Source: an optimization exercise on an open RTL-to-GDS flow (aim: small area and few clock cycles). Production flows keep margins and buffers that such runs may drop. In this exercise RTL edits were held to simulation tests only and were not proved equivalent to the original. No activity file was given, so power comes from the tool's default toggle rates.

File: flow/config.mk
export PLATFORM = sky130hd
export DESIGN_NAME = ups_q1
export DESIGN_NICKNAME = ups_q1
export VERILOG_FILES = /design/flow/design.v
export SDC_FILE = /design/flow/constraint.sdc
export NUM_CORES = 4
export LEC_CHECK = 0
export CAP_MARGIN = 20
export CORE_MARGIN = 2
export CORE_UTILIZATION = 40
export SLEW_MARGIN = 20
File: flow/design.v
module ups_q1 (
    input  wire        clk,
    input  wire        rst,
    input  wire        t_valid,
    input  wire [31:0] t_req,
    input  wire        t_byte_valid,
    input  wire [7:0]  t_byte,
    output wire        t_ready,
    input  wire        h_valid,
    input  wire [31:0] h_req,
    output wire        h_ready,
    output reg         h_resp_valid,
    output reg  [3:0]  h_resp_status,
    output reg  [31:0] h_resp_data,
    output reg         tx_valid,
    output reg  [2:0]  tx_len,
    output reg  [55:0] tx_bytes,
    output reg         evt_valid,
    output reg  [3:0]  evt_code,
    output reg  [31:0] evt_info
);
    localparam [7:0]  CHUNK_MAX       = 8'd64;
    localparam        FRAME_BUF_BYTES = 64;
    localparam [31:0] PARAMS_WORD     = 32'h0001_4040;
    localparam [1:0] ACC_IDLE   = 2'd0;
    localparam [1:0] ACC_STATUS = 2'd1;
    localparam [1:0] ACC_RATING = 2'd2;
    localparam [3:0] E_INVALID_ARG = 4'd1;
    localparam [3:0] E_UNEXPECTED  = 4'd2;
    localparam [3:0] E_OVERLAP     = 4'd3;
    localparam [3:0] E_DECODE      = 4'd4;
    localparam [3:0] E_ILLEGAL     = 4'd5;
    localparam [3:0] EV_DECODED    = 4'd8;
    localparam [1:0] T_WORD = 2'd0;    
    localparam [1:0] T_PAY  = 2'd1;    
    localparam [1:0] T_DEC  = 2'd2;    
    localparam [1:0] M_DISCARD = 2'd0;  
    localparam [1:0] M_START   = 2'd1;  
    localparam [1:0] M_APPEND  = 2'd2;  
    reg [1:0]  acc_state;
    reg [15:0] frame_len;
    reg        ovf;
    reg [7:0]  buf_mem [0:FRAME_BUF_BYTES-1];
    reg [19:0] st_in_v, st_in_fault_v, st_out_v, st_out_i, st_in_f, st_batt_v;
    reg [7:0]  st_flags;
    reg [19:0] rt_v, rt_i, rt_batt_v, rt_f;
    reg [15:0] stat_seq, rate_seq;
    reg [31:0] last_err;
    reg [1:0]  tstate;
    reg [7:0]  c_len;       
    reg [7:0]  c_cnt;       
    reg        c_illegal;   
    reg [7:0]  c_req_hi;    
    reg [1:0]  c_mode;      
    reg [3:0]  c_err;       
    reg [31:0] c_err_info;
    reg        c_term;      
    function is_digit;
        input [7:0] c;
        is_digit = (c >= 8'h30) && (c <= 8'h39);
    endfunction
    function is_trail_pad;
        input [7:0] c;
        is_trail_pad = (c == 8'h20) || (c == 8'h0D) || (c == 8'h00);
    endfunction
    function [20:0] read_decimal;
        input [39:0] s;
        input integer len;
        integer i;
        reg [4:0]  lead, trail;
        reg [16:0] mant;
        reg [2:0]  scale;
        reg [2:0]  nd;
        reg        dot, bad;
        reg [7:0]  c;
        begin
            for (i = 0; i < 5; i = i + 1) begin
                c = s[8*i +: 8];
                if (i == 0) lead[i] = (c == 8'h20);
                else        lead[i] = lead[i-1] && (c == 8'h20);
            end
            for (i = 4; i >= 0; i = i - 1) begin
                c = s[8*i +: 8];
                if (i >= len)          trail[i] = 1'b1;
                else if (i == len - 1) trail[i] = is_trail_pad(c);
                else                   trail[i] = trail[i+1] && is_trail_pad(c);
            end
            mant = 17'd0; scale = 3'd0; nd = 3'd0; dot = 1'b0; bad = 1'b0;
            for (i = 0; i < 5; i = i + 1) begin
                c = s[8*i +: 8];
                if (i < len && !lead[i] && !trail[i]) begin
                    if (is_digit(c)) begin
                        mant = mant * 17'd10 + {13'd0, c[3:0]};
                        nd = nd + 3'd1;
                        if (dot) scale = scale + 3'd1;
                    end else if (c == 8'h2E && !dot) begin
                        dot = 1'b1;
                    end else begin
                        bad = 1'b1;
                    end
                end
            end
            if (nd == 3'd0) bad = 1'b1;
            read_decimal = {bad, scale, mant};
        end
    endfunction
    function [20:0] read_percent;
        input [23:0] s;
        integer i;
        reg [2:0]  lead, trail;
        reg [16:0] n;
        reg        bad, any;
        reg [7:0]  c;
        begin
            for (i = 0; i < 3; i = i + 1) begin
                c = s[8*i +: 8];
                if (i == 0) lead[i] = (c == 8'h20);
                else        lead[i] = lead[i-1] && (c == 8'h20);
            end
            for (i = 2; i >= 0; i = i - 1) begin
                c = s[8*i +: 8];
                if (i == 2) trail[i] = is_trail_pad(c);
                else        trail[i] = trail[i+1] && is_trail_pad(c);
            end
            n = 17'd0; bad = 1'b0; any = 1'b0;
            for (i = 0; i < 3; i = i + 1) begin
                c = s[8*i +: 8];
                if (!lead[i] && !trail[i]) begin
                    any = 1'b1;
                    if (is_digit(c)) n = n * 17'd10 + {13'd0, c[3:0]};
                    else             bad = 1'b1;
                end
            end
            if (!any) bad = 1'b1;
            read_percent = {bad, 3'd2, n};
        end
    endfunction
    function [8:0] read_flags;
        input [63:0] s;
        integer i;
        reg [7:0] f;
        reg       bad;
        reg [7:0] c;
        begin
            bad = 1'b0;
            for (i = 0; i < 8; i = i + 1) begin
                c = s[8*i +: 8];
                if (c != 8'h30 && c != 8'h31) bad = 1'b1;
                f[7-i] = c[0];
            end
            read_flags = {bad, f};
        end
    endfunction
    function [18:0] time_token;
        input [7:0] t;
        begin
            if (t < 8'd2 || t > 8'd100)
                time_token = {1'b1, 2'd0, 16'h0000};
            else if (t < 8'd10)
                time_token = {1'b0, 2'd2, 8'h30 + t, 8'h30};
            else if (t == 8'd100)
                time_token = {1'b0, 2'd2, 8'h30, 8'h31};
            else
                time_token = {1'b0, 2'd1, 8'h00, 8'h30 + t / 8'd10};
        end
    endfunction
    function [39:0] buf_bytes5;
        input integer off;
        integer i;
        begin
            for (i = 0; i < 5; i = i + 1) buf_bytes5[8*i +: 8] = buf_mem[off + i];
        end
    endfunction
    function [23:0] buf_bytes3;
        input integer off;
        integer i;
        begin
            for (i = 0; i < 3; i = i + 1) buf_bytes3[8*i +: 8] = buf_mem[off + i];
        end
    endfunction
    function [63:0] buf_bytes8;
        input integer off;
        integer i;
        begin
            for (i = 0; i < 8; i = i + 1) buf_bytes8[8*i +: 8] = buf_mem[off + i];
        end
    endfunction
    function fits;
        input [15:0] flen;
        input integer end_off;
        fits = ({16'd0, flen} >= end_off);
    endfunction
    wire [20:0] sd0 = read_decimal(buf_bytes5(1), 5);
    wire [20:0] sd1 = read_decimal(buf_bytes5(7), 5);
    wire [20:0] sd2 = read_decimal(buf_bytes5(13), 5);
    wire [20:0] sd3 = read_percent(buf_bytes3(19));
    wire [20:0] sd4 = read_decimal(buf_bytes5(23), 4);
    wire [20:0] sd5 = read_decimal(buf_bytes5(28), 4);
    wire [8:0]  sd6 = read_flags(buf_bytes8(38));
    wire [20:0] rd0 = read_decimal(buf_bytes5(1), 5);
    wire [20:0] rd1 = read_percent(buf_bytes3(7));
    wire [20:0] rd2 = read_decimal(buf_bytes5(11), 5);
    wire [20:0] rd3 = read_decimal(buf_bytes5(17), 5);
    wire [6:0] s_oof = { !fits(frame_len, 46), !fits(frame_len, 32), !fits(frame_len, 27),
                         !fits(frame_len, 22), !fits(frame_len, 18), !fits(frame_len, 12),
                         !fits(frame_len, 6) };
    wire [6:0] s_bad = { sd6[8], sd5[20], sd4[20], sd3[20], sd2[20], sd1[20], sd0[20] };
    wire [3:0] r_oof = { !fits(frame_len, 22), !fits(frame_len, 16), !fits(frame_len, 10),
                         !fits(frame_len, 6) };
    wire [3:0] r_bad = { rd3[20], rd2[20], rd1[20], rd0[20] };
    reg        dec_fail;
    reg [2:0]  dec_field;
    reg        dec_cause;
    reg        dec_kind;
    integer    k;
    always @* begin
        dec_kind  = (acc_state == ACC_RATING);
        dec_fail  = 1'b0;
        dec_field = 3'd0;
        dec_cause = 1'b0;
        if (!dec_kind) begin
            for (k = 6; k >= 0; k = k - 1) begin
                if (s_oof[k] || s_bad[k]) begin
                    dec_fail  = 1'b1;
                    dec_field = k[2:0];
                    dec_cause = s_oof[k];
                end
            end
        end else begin
            for (k = 3; k >= 0; k = k - 1) begin
                if (r_oof[k] || r_bad[k]) begin
                    dec_fail  = 1'b1;
                    dec_field = k[2:0];
                    dec_cause = r_oof[k];
                end
            end
        end
    end
    wire [3:0] h_op  = h_req[31:28];
    wire [3:0] h_sel = h_req[27:24];
    wire [7:0] h_n   = h_req[7:0];
    wire [7:0] h_m   = h_req[15:8];
    wire [7:0] h_idx = h_req[7:0];
    wire h_is_cmd   = (h_op == 4'h2) && (h_req[23:16] == 8'd0) &&
                      ((((h_sel <= 4'd3) || (h_sel == 4'd6)) && h_n == 8'd0 && h_m == 8'd0) ||
                       ((h_sel == 4'd4) && h_m == 8'd0) ||
                       (h_sel == 4'd5));
    wire h_is_close = (h_op == 4'h3) && (h_req[27:0] == 28'd0);
    wire h_is_read  = (h_op == 4'h4) && (h_req[27:8] == 20'd0);
    wire [18:0] tok_n = time_token(h_n);
    wire [18:0] tok_m = time_token(h_m);
    reg        cmd_fail;
    reg        cmd_arg;
    reg [2:0]  cmd_len;
    reg [55:0] cmd_bytes;
    always @* begin
        cmd_fail  = 1'b0;
        cmd_arg   = 1'b0;
        cmd_len   = 3'd0;
        cmd_bytes = 56'd0;
        case (h_sel)
            4'd0: begin cmd_len = 3'd2; cmd_bytes[15:0] = {8'h0D, 8'h51}; end
            4'd1: begin cmd_len = 3'd2; cmd_bytes[15:0] = {8'h0D, 8'h54}; end
            4'd2: begin cmd_len = 3'd2; cmd_bytes[15:0] = {8'h0D, 8'h46}; end
            4'd3: begin cmd_len = 3'd3; cmd_bytes[23:0] = {8'h0D, 8'h53, 8'h51}; end
            4'd6: begin cmd_len = 3'd2; cmd_bytes[15:0] = {8'h0D, 8'h43}; end
            4'd4: begin
                if (tok_n[18]) begin
                    cmd_fail = 1'b1;
                end else if (tok_n[17:16] == 2'd1) begin
                    cmd_len = 3'd3; cmd_bytes[23:0] = {8'h0D, tok_n[7:0], 8'h53};
                end else begin
                    cmd_len = 3'd4; cmd_bytes[31:0] = {8'h0D, tok_n[15:0], 8'h53};
                end
            end
            4'd5: begin
                if (tok_n[18]) begin
                    cmd_fail = 1'b1;
                end else if (tok_m[18]) begin
                    cmd_fail = 1'b1;
                    cmd_arg  = 1'b1;
                end else begin
                    case ({tok_n[17:16] == 2'd2, tok_m[17:16] == 2'd2})
                        2'b00: begin cmd_len = 3'd5;
                            cmd_bytes[39:0] = {8'h0D, tok_m[7:0], 8'h52, tok_n[7:0], 8'h53}; end
                        2'b01: begin cmd_len = 3'd6;
                            cmd_bytes[47:0] = {8'h0D, tok_m[15:0], 8'h52, tok_n[7:0], 8'h53}; end
                        2'b10: begin cmd_len = 3'd6;
                            cmd_bytes[47:0] = {8'h0D, tok_m[7:0], 8'h52, tok_n[15:0], 8'h53}; end
                        default: begin cmd_len = 3'd7;
                            cmd_bytes = {8'h0D, tok_m[15:0], 8'h52, tok_n[15:0], 8'h53}; end
                    endcase
                end
            end
            default: ;
        endcase
    end
    reg        rd_ok;
    reg [31:0] rd_word;
    always @* begin
        rd_ok   = 1'b1;
        rd_word = 32'd0;
        case (h_idx)
            8'h00: rd_word = {frame_len, 13'd0, ovf, acc_state};
            8'h01: rd_word = last_err;
            8'h02: rd_word = {16'd0, stat_seq};
            8'h03: rd_word = {16'd0, rate_seq};
            8'h04: rd_word = PARAMS_WORD;
            8'h10: rd_word = {12'd0, st_in_v};
            8'h11: rd_word = {12'd0, st_in_fault_v};
            8'h12: rd_word = {12'd0, st_out_v};
            8'h13: rd_word = {12'd0, st_out_i};
            8'h14: rd_word = {12'd0, st_in_f};
            8'h15: rd_word = {12'd0, st_batt_v};
            8'h16: rd_word = {24'd0, st_flags};
            8'h20: rd_word = {12'd0, rt_v};
            8'h21: rd_word = {12'd0, rt_i};
            8'h22: rd_word = {12'd0, rt_batt_v};
            8'h23: rd_word = {12'd0, rt_f};
            default: rd_ok = 1'b0;
        endcase
    end
    assign h_ready = (tstate == T_WORD);
    assign t_ready = (tstate == T_PAY) || ((tstate == T_WORD) && !h_valid);
    wire h_fire  = h_valid && h_ready;
    wire tw_fire = t_valid && t_ready && (tstate == T_WORD);
    wire tb_fire = t_byte_valid && t_ready && (tstate == T_PAY);
    wire [7:0] tw_len   = t_req[7:0];
    wire       tw_legal = (t_req[31:28] == 4'h1) && (t_req[27:8] == 20'd0) && (tw_len <= CHUNK_MAX);
    wire       b_first   = (c_cnt == 8'd0);
    wire       b_last    = (c_cnt == c_len - 8'd1);
    wire       b_status  = (t_byte == 8'h28);
    wire       b_rating  = (t_byte == 8'h23);
    wire       b_marker  = b_status || b_rating;
    wire [1:0] b_newacc  = b_rating ? ACC_RATING : ACC_STATUS;
    reg [1:0]  b_mode;
    reg [3:0]  b_err;
    reg [31:0] b_err_info;
    always @* begin
        b_mode     = c_mode;
        b_err      = c_err;
        b_err_info = c_err_info;
        if (b_first) begin
            b_err      = 4'd0;
            b_err_info = 32'd0;
            if (c_illegal) begin
                b_mode     = M_DISCARD;
                b_err      = E_ILLEGAL;
                b_err_info = {8'd0, c_req_hi, 12'd0, E_ILLEGAL};
            end else if (acc_state == ACC_IDLE) begin
                if (b_marker) begin
                    b_mode = M_START;
                end else begin
                    b_mode     = M_DISCARD;
                    b_err      = E_UNEXPECTED;
                    b_err_info = {8'd0, t_byte, 12'd0, E_UNEXPECTED};
                end
            end else begin
                if (b_marker) begin
                    b_mode     = M_START;
                    b_err      = E_OVERLAP;
                    b_err_info = {18'd0, acc_state == ACC_RATING, 8'd0, b_rating, E_OVERLAP};
                end else begin
                    b_mode = M_APPEND;
                end
            end
        end
    end
    wire b_term = c_term || ((c_cnt == 8'd7) && (t_byte == 8'h00) && (b_mode == M_APPEND));
    always @(posedge clk) begin
        if (tb_fire && b_mode != M_DISCARD) begin
            if (b_mode == M_START && b_first)
                buf_mem[0] <= t_byte;
            else if (frame_len < FRAME_BUF_BYTES)
                buf_mem[frame_len[5:0]] <= t_byte;
        end
    end
    always @(posedge clk) begin
        if (rst) begin
            acc_state     <= ACC_IDLE;
            frame_len     <= 16'd0;
            ovf           <= 1'b0;
            st_in_v       <= 20'd0;
            st_in_fault_v <= 20'd0;
            st_out_v      <= 20'd0;
            st_out_i      <= 20'd0;
            st_in_f       <= 20'd0;
            st_batt_v     <= 20'd0;
            st_flags      <= 8'd0;
            rt_v          <= 20'd0;
            rt_i          <= 20'd0;
            rt_batt_v     <= 20'd0;
            rt_f          <= 20'd0;
            stat_seq      <= 16'd0;
            rate_seq      <= 16'd0;
            last_err      <= 32'd0;
            tstate        <= T_WORD;
            c_len         <= 8'd0;
            c_cnt         <= 8'd0;
            c_illegal     <= 1'b0;
            c_req_hi      <= 8'd0;
            c_mode        <= M_DISCARD;
            c_err         <= 4'd0;
            c_err_info    <= 32'd0;
            c_term        <= 1'b0;
            h_resp_valid  <= 1'b0;
            tx_valid      <= 1'b0;
            evt_valid     <= 1'b0;
        end else begin
            h_resp_valid <= 1'b0;
            tx_valid     <= 1'b0;
            evt_valid    <= 1'b0;
            if (h_fire) begin
                h_resp_valid  <= 1'b1;
                h_resp_status <= 4'd0;
                h_resp_data   <= 32'd0;
                if (h_is_cmd) begin
                    if (cmd_fail) begin
                        h_resp_status <= E_INVALID_ARG;
                        last_err      <= {19'd0, cmd_arg, h_sel[2:0], 5'd0, E_INVALID_ARG};
                        evt_valid     <= 1'b1;
                        evt_code      <= E_INVALID_ARG;
                        evt_info      <= {19'd0, cmd_arg, h_sel[2:0], 5'd0, E_INVALID_ARG};
                    end else begin
                        tx_valid <= 1'b1;
                        tx_len   <= cmd_len;
                        tx_bytes <= cmd_bytes;
                    end
                end else if (h_is_close) begin
                    acc_state <= ACC_IDLE;
                    frame_len <= 16'd0;
                    ovf       <= 1'b0;
                end else if (h_is_read && rd_ok) begin
                    h_resp_data <= rd_word;
                end else begin
                    h_resp_status <= E_ILLEGAL;
                    last_err      <= {8'd0, h_req[31:24], 12'd0, E_ILLEGAL};
                    evt_valid     <= 1'b1;
                    evt_code      <= E_ILLEGAL;
                    evt_info      <= {8'd0, h_req[31:24], 12'd0, E_ILLEGAL};
                end
            end
            case (tstate)
                T_WORD: begin
                    if (tw_fire) begin
                        if (tw_len == 8'd0) begin
                            if (!tw_legal) begin
                                last_err  <= {8'd0, t_req[31:24], 12'd0, E_ILLEGAL};
                                evt_valid <= 1'b1;
                                evt_code  <= E_ILLEGAL;
                                evt_info  <= {8'd0, t_req[31:24], 12'd0, E_ILLEGAL};
                            end
                        end else begin
                            tstate    <= T_PAY;
                            c_len     <= tw_len;
                            c_cnt     <= 8'd0;
                            c_illegal <= !tw_legal;
                            c_req_hi  <= t_req[31:24];
                            c_term    <= 1'b0;
                        end
                    end
                end
                T_PAY: begin
                    if (tb_fire) begin
                        c_cnt      <= c_cnt + 8'd1;
                        c_mode     <= b_mode;
                        c_err      <= b_err;
                        c_err_info <= b_err_info;
                        c_term     <= b_term;
                        if (b_mode == M_START && b_first) begin
                            acc_state <= b_newacc;
                            frame_len <= 16'd1;
                            ovf       <= 1'b0;
                        end else if (b_mode != M_DISCARD) begin
                            if (frame_len >= FRAME_BUF_BYTES) ovf <= 1'b1;
                            if (frame_len != 16'hFFFF) frame_len <= frame_len + 16'd1;
                        end
                        if (b_last) begin
                            if (b_err != 4'd0) begin
                                last_err  <= b_err_info;
                                evt_valid <= 1'b1;
                                evt_code  <= b_err;
                                evt_info  <= b_err_info;
                            end
                            if (b_mode == M_APPEND && b_term) tstate <= T_DEC;
                            else                              tstate <= T_WORD;
                        end
                    end
                end
                T_DEC: begin
                    tstate    <= T_WORD;
                    acc_state <= ACC_IDLE;
                    frame_len <= 16'd0;
                    ovf       <= 1'b0;
                    evt_valid <= 1'b1;
                    if (dec_fail) begin
                        last_err <= {23'd0, dec_cause, dec_field, dec_kind, E_DECODE};
                        evt_code <= E_DECODE;
                        evt_info <= {23'd0, dec_cause, dec_field, dec_kind, E_DECODE};
                    end else begin
                        evt_code <= EV_DECODED;
                        evt_info <= {27'd0, dec_kind, EV_DECODED};
                        if (!dec_kind) begin
                            st_in_v       <= sd0[19:0];
                            st_in_fault_v <= sd1[19:0];
                            st_out_v      <= sd2[19:0];
                            st_out_i      <= sd3[19:0];
                            st_in_f       <= sd4[19:0];
                            st_batt_v     <= sd5[19:0];
                            st_flags      <= sd6[7:0];
                            stat_seq      <= stat_seq + 16'd1;
                        end else begin
                            rt_v      <= rd0[19:0];
                            rt_i      <= rd1[19:0];
                            rt_batt_v <= rd2[19:0];
                            rt_f      <= rd3[19:0];
                            rate_seq  <= rate_seq + 16'd1;
                        end
                    end
                end
                default: tstate <= T_WORD;
            endcase
        end
    end
endmodule
File: flow/run.sh
#!/bin/bash
# synth_recipe.tcl (not shown) runs the flow's synth.tcl, then flattens the netlist and writes it again
# the make line also repeats each setting of config.mk as NAME=value (left out here)
make -C /OpenROAD-flow-scripts/flow DESIGN_CONFIG=/design/flow/config.mk WORK_HOME=/design/flow/orfs CLKGATE_MAP_FILE= SYNTH_SCRIPT=/design/flow/synth_recipe.tcl finish
File: flow/constraint.sdc
create_clock -name core_clock -period 12.0 [get_ports {clk}]
set_input_delay 2.4000 -clock core_clock [delete_from_list [all_inputs] [get_ports {clk}]]
set_output_delay 2.4000 -clock core_clock [all_outputs]
set_load 0.01 [all_outputs]
==> qor.yml <==
synthesis:
  synthAdderAreaFrac_pct: 14.75
  synth-compound-area-share_pct: 18.88
  synth.area.mux_share_pct: 2.223
  ys_types: 103
  synth-edff-count: 405
  synth_cells: 6977
  yosys_most_used_dff: "edfxtp_1"
  synth_area_per_cell_sq_um: 8.640
  synth.ff_latch_count: 755
  yosys_warnings: 1
  yosysSeqAreaShare_pct: 31.80
  synth_xor_area_share_pct: 7.661
  synth-simple-area-share_pct: 21.07
  synth_top_family_by_area: "simple AND/OR/NAND/NOR gates"
  syn_area_sq_um: 60280
  synth-async-reset-ratio_pct: 0
detailed_routing:
  vias: 54180
  post_drt_wl_per_cell_microns: 22.04
  totalWireLength_microns: 202400
  postRouteAntennaNets: 0
  first_pass_iters: 7
  drtIter0Drc: 5068
  post_drt_via_cell_ratio: 5.899
  drc_errors: 0
floorplan:
  row_count: 142
  die_w_microns: 392.2
  fp.coreArea_sq_um: 149800
  start_util_pct: 40.25
  dieArea_sq_um: 153800
  die_h_microns: 392.2
  io_pins: 213
clock_tree:
  cts_hold_buf: 0
  cts_tree: "done"
  htree_levels: 3
  numCtsBuffers: 87
  clockRootBuffer: "clkbuf_16"
  clkTransAtPathRegs_ns: 0.06
  clk_latency_ns: 0.75
  cts.path.max_buffers: 3
  post_cts_buffers: 0
  cts_sinks: 755
place:
  hpwlAfterDp_microns: 152000
  gp_congestion: 0.9408
  io_buffers: 200
  dp_slack_ns: 1.279
sta:
  finClkSkew_ns: 0.07114
  finalCriticalPeriod_ns: 10.67
  min_period_over_period_pct: 88.94
  final.setup.worst_slack_ns: 1.327
  clock.fmax_ghz: 0.09369
  worstMarginPinSlew_ns: 1.164
  final-hold-violation-count: 0
  holdWs_ns: 0.4513
  setup_viol: 0
  fin_setup_tns_ns: 0
  slew_headroom_pct: 22.08
  rsz0062_at_grt: "false"
  slew_violations: 0
critical_path:
  ff2ff_setup_slack_ns: 1.33
  rr_startpoint: "buf_mem[11][7]"
  reg2reg_to: "rt_batt_v[16]"
  critPathMostFrequentCell: "ha_1"
  end_kind: "flip-flop"
  required_ns: 12.64
  start_kind: "flip-flop"
  slowest_stage: "nand3_1"
  reg2regPathDepth: 42
  worstSetupPathType: "reg2reg"
  worstPathArrival_ns: 11.31
  cp_max_fo: 35
  crit_path_max_incr_delay_ns: 0.65
min_path:
  hold_depth: 2
  min_path_type: "reg2reg"
  min_to: "st_in_v[7]"
  hp-start: "st_in_v[7]"
power_and_ir_drop:
  max-vdd-ir-drop_v: 0.0001261
  power.leakage_nw: 26.94
  power.density_nw_per_um2: 94.20
cells_and_area:
  area_delta_synth_final_pct: 11.91
  finish.net_count: 7841
  final_core_util_pct: 45.04
  drive_above_1_share_pct: 5.652
global_routing:
  track_usage_pct: 25.59
  antenna_found_initial: 9
  grt_first_pass_wirelength_microns: 305700
  globalRouteOverflowTotal: 0
  grt_pass1_vias: 50580
  grt_start_max_net_pins: 86
run:
  drv_cap: 0
run_status:
  status: "no timing/DRC/antenna violations"
-- cell families after synthesis --
| family | after synthesis |
|---|---|
| XOR/XNOR | 521 |
| AO/OA/AOI/OAI | 1746 |
| other | 1 |
| adder cells (fa/ha/maj) | 675 |
| AND/OR/NAND/NOR | 2599 |
| flip-flops | 755 |
| multiplexers | 125 |
| buffers and inverters | 555 |
-- per-layer routing --
metal	routed length, microns	vias to the layer above	track usage, %
met3	16440	302	4.505
met4	6155	4	7.685
met5	23	-	0
met2	89580	1928	40.42
li1	-	25840	-
met1	90200	26110	35.54
-- worst max path at each step --
stage                         from             to  depth (start not counted)
global placement    buf_mem[11][7]  rt_batt_v[16]                         41
CTS                 buf_mem[11][7]  rt_batt_v[16]                         41
finish              buf_mem[11][7]  rt_batt_v[16]                         42
global route        buf_mem[11][7]  rt_batt_v[16]                         41
floorplan           buf_mem[17][2]       rt_f[16]                         41
detailed placement  buf_mem[11][7]  rt_batt_v[16]                         41
-- worst max-delay path: cells and delay by family (launching register included) --
family / cells / cell delay, ns
fa+ha+maj: 9 / 3.05
simple gates: 14 / 2.83
compound gates: 8 / 2.03
xor+xnor: 9 / 1.54
buf+inv: 2 / 0.73
flops: 1 / 0.38
-- metrics by stage --
| step | cell area (sq um) | power [mW] | cells |
|---|---|---|---|
| global route | 67450 | 6.547 | 9181 |
| CTS | 67410 | 6.375 | 9179 |
| global placement | 64470 | 3.644 | 9016 |
| floorplan | 60360 | 3.307 | 7000 |
| detailed placement | 64470 | 3.650 | 9016 |
| finish | 67460 | 6.354 | 9184 |
-- Yosys cell counts, types with 65 or more instances --
library cell | instances | area [sq um]
edfxtp_1 | 405 | 12160
nand3_1 | 193 | 965.9
and3_1 | 107 | 669.4
clkbuf_1 | 241 | 904.6
a22oi_1 | 86 | 645.6
nand2_1 | 758 | 2845
nor3_1 | 163 | 815.8
and2_1 | 72 | 450.4
nand4_1 | 81 | 506.7
or3_1 | 71 | 444.2
dfxtp_1 | 350 | 7007
nor2b_1 | 70 | 437.9
a31oi_1 | 65 | 406.6
ha_1 | 613 | 7670
nor4_1 | 76 | 475.5
mux2i_1 | 77 | 770.7
xnor2_1 | 304 | 2663
o21ai_0 | 354 | 1772
a21oi_1 | 500 | 2502
inv_1 | 254 | 953.4
o211ai_1 | 89 | 668.1
nor2_1 | 686 | 2575
a21o_1 | 112 | 840.8
xor2_1 | 213 | 1866
-- registers in the layout, summed over array words and instances (netlist names), 20 cells and up --
register	flops
buf_mem	288
last_err	32
st_in_f	20
st_out_v	20
st_in_v	20
st_in_fault_v	20
tx_bytes	44
st_batt_v	20
rt_batt_v	20
rt_v	20
evt_info	32
c_err_info	32
h_resp_data	32
rt_f	20
-- cells in the final DEF (no fill, tap or decap), types with 60 or more instances in the layout --
cell type,n
nor2b_1,70
clkdlybuf4s50_1,191
fa_1,60
dfxtp_1,350
a21o_1,112
o21ai_0,354
nand2_1,758
nand4_1,81
and2_1,72
edfxtp_1,405
and3_1,107
o211ai_1,89
nand3_1,192
mux2i_1,77
nor4_1,72
nor2_1,679
o21a_1,60
inv_1,253
clkbuf_16,88
a21oi_1,500
a22oi_1,86
buf_4,97
a31oi_1,65
nor3_1,159
xnor2_1,304
or3_1,71
ha_1,613
xor2_1,213
-- layout make-up --
class                   instances  area [sq um]
diodes                          3         7.507
clock buffers                 106          2330
clock inverters                57         605.6
fillers                     14490         82320
inverters                     259         973.4
multi-input cells            5690         39130
flip-flops and latches        755         19170
well taps                    2016          2522
repair buffers                298          2716
-- report_power, final --
group	internal (mW)	total (mW)	switching [mW]	leakage (nW)
sequential	2.80	2.86	0.0573	6.48
combinational	0.265	0.759	0.494	19.0
clock	1.52	2.74	1.22	1.42
-- repair_timing --
item | 4_1_cts | 5_1_grt
setup endpoints to repair | 0 | 1
endpoints found under the hold margin | 0 | 0
resized for setup | 0 | 2
Testbench counts, summed over its fixed seeds: cycles 11,341.

-- separate check: timing with driven ports --
In the flow no input, the clock included, has a driving cell. The finished layout below was timed again as built, in two steps. Step 1, drivers: a clkbuf_16 drives clk and a buf_2 each remaining input, both assumed. Step 2 times the ports against the registers' clock, not the clock port: input delays grow and output delays shrink by t, the midpoint of the rising clock arrivals with the driver on. a / b / c = ideal / step 1 / step 2; a / b = the first two.
t, ns: 0.799
setup slack, ns: 1.327 / 1.327 / 1.327
slew at the worst register clock pin (ns): 0.07 / 0.07
After both steps this run still meets setup and hold. The setup slack of this run moves by 0.000 ns with the drivers and by 0.000 ns with both steps.
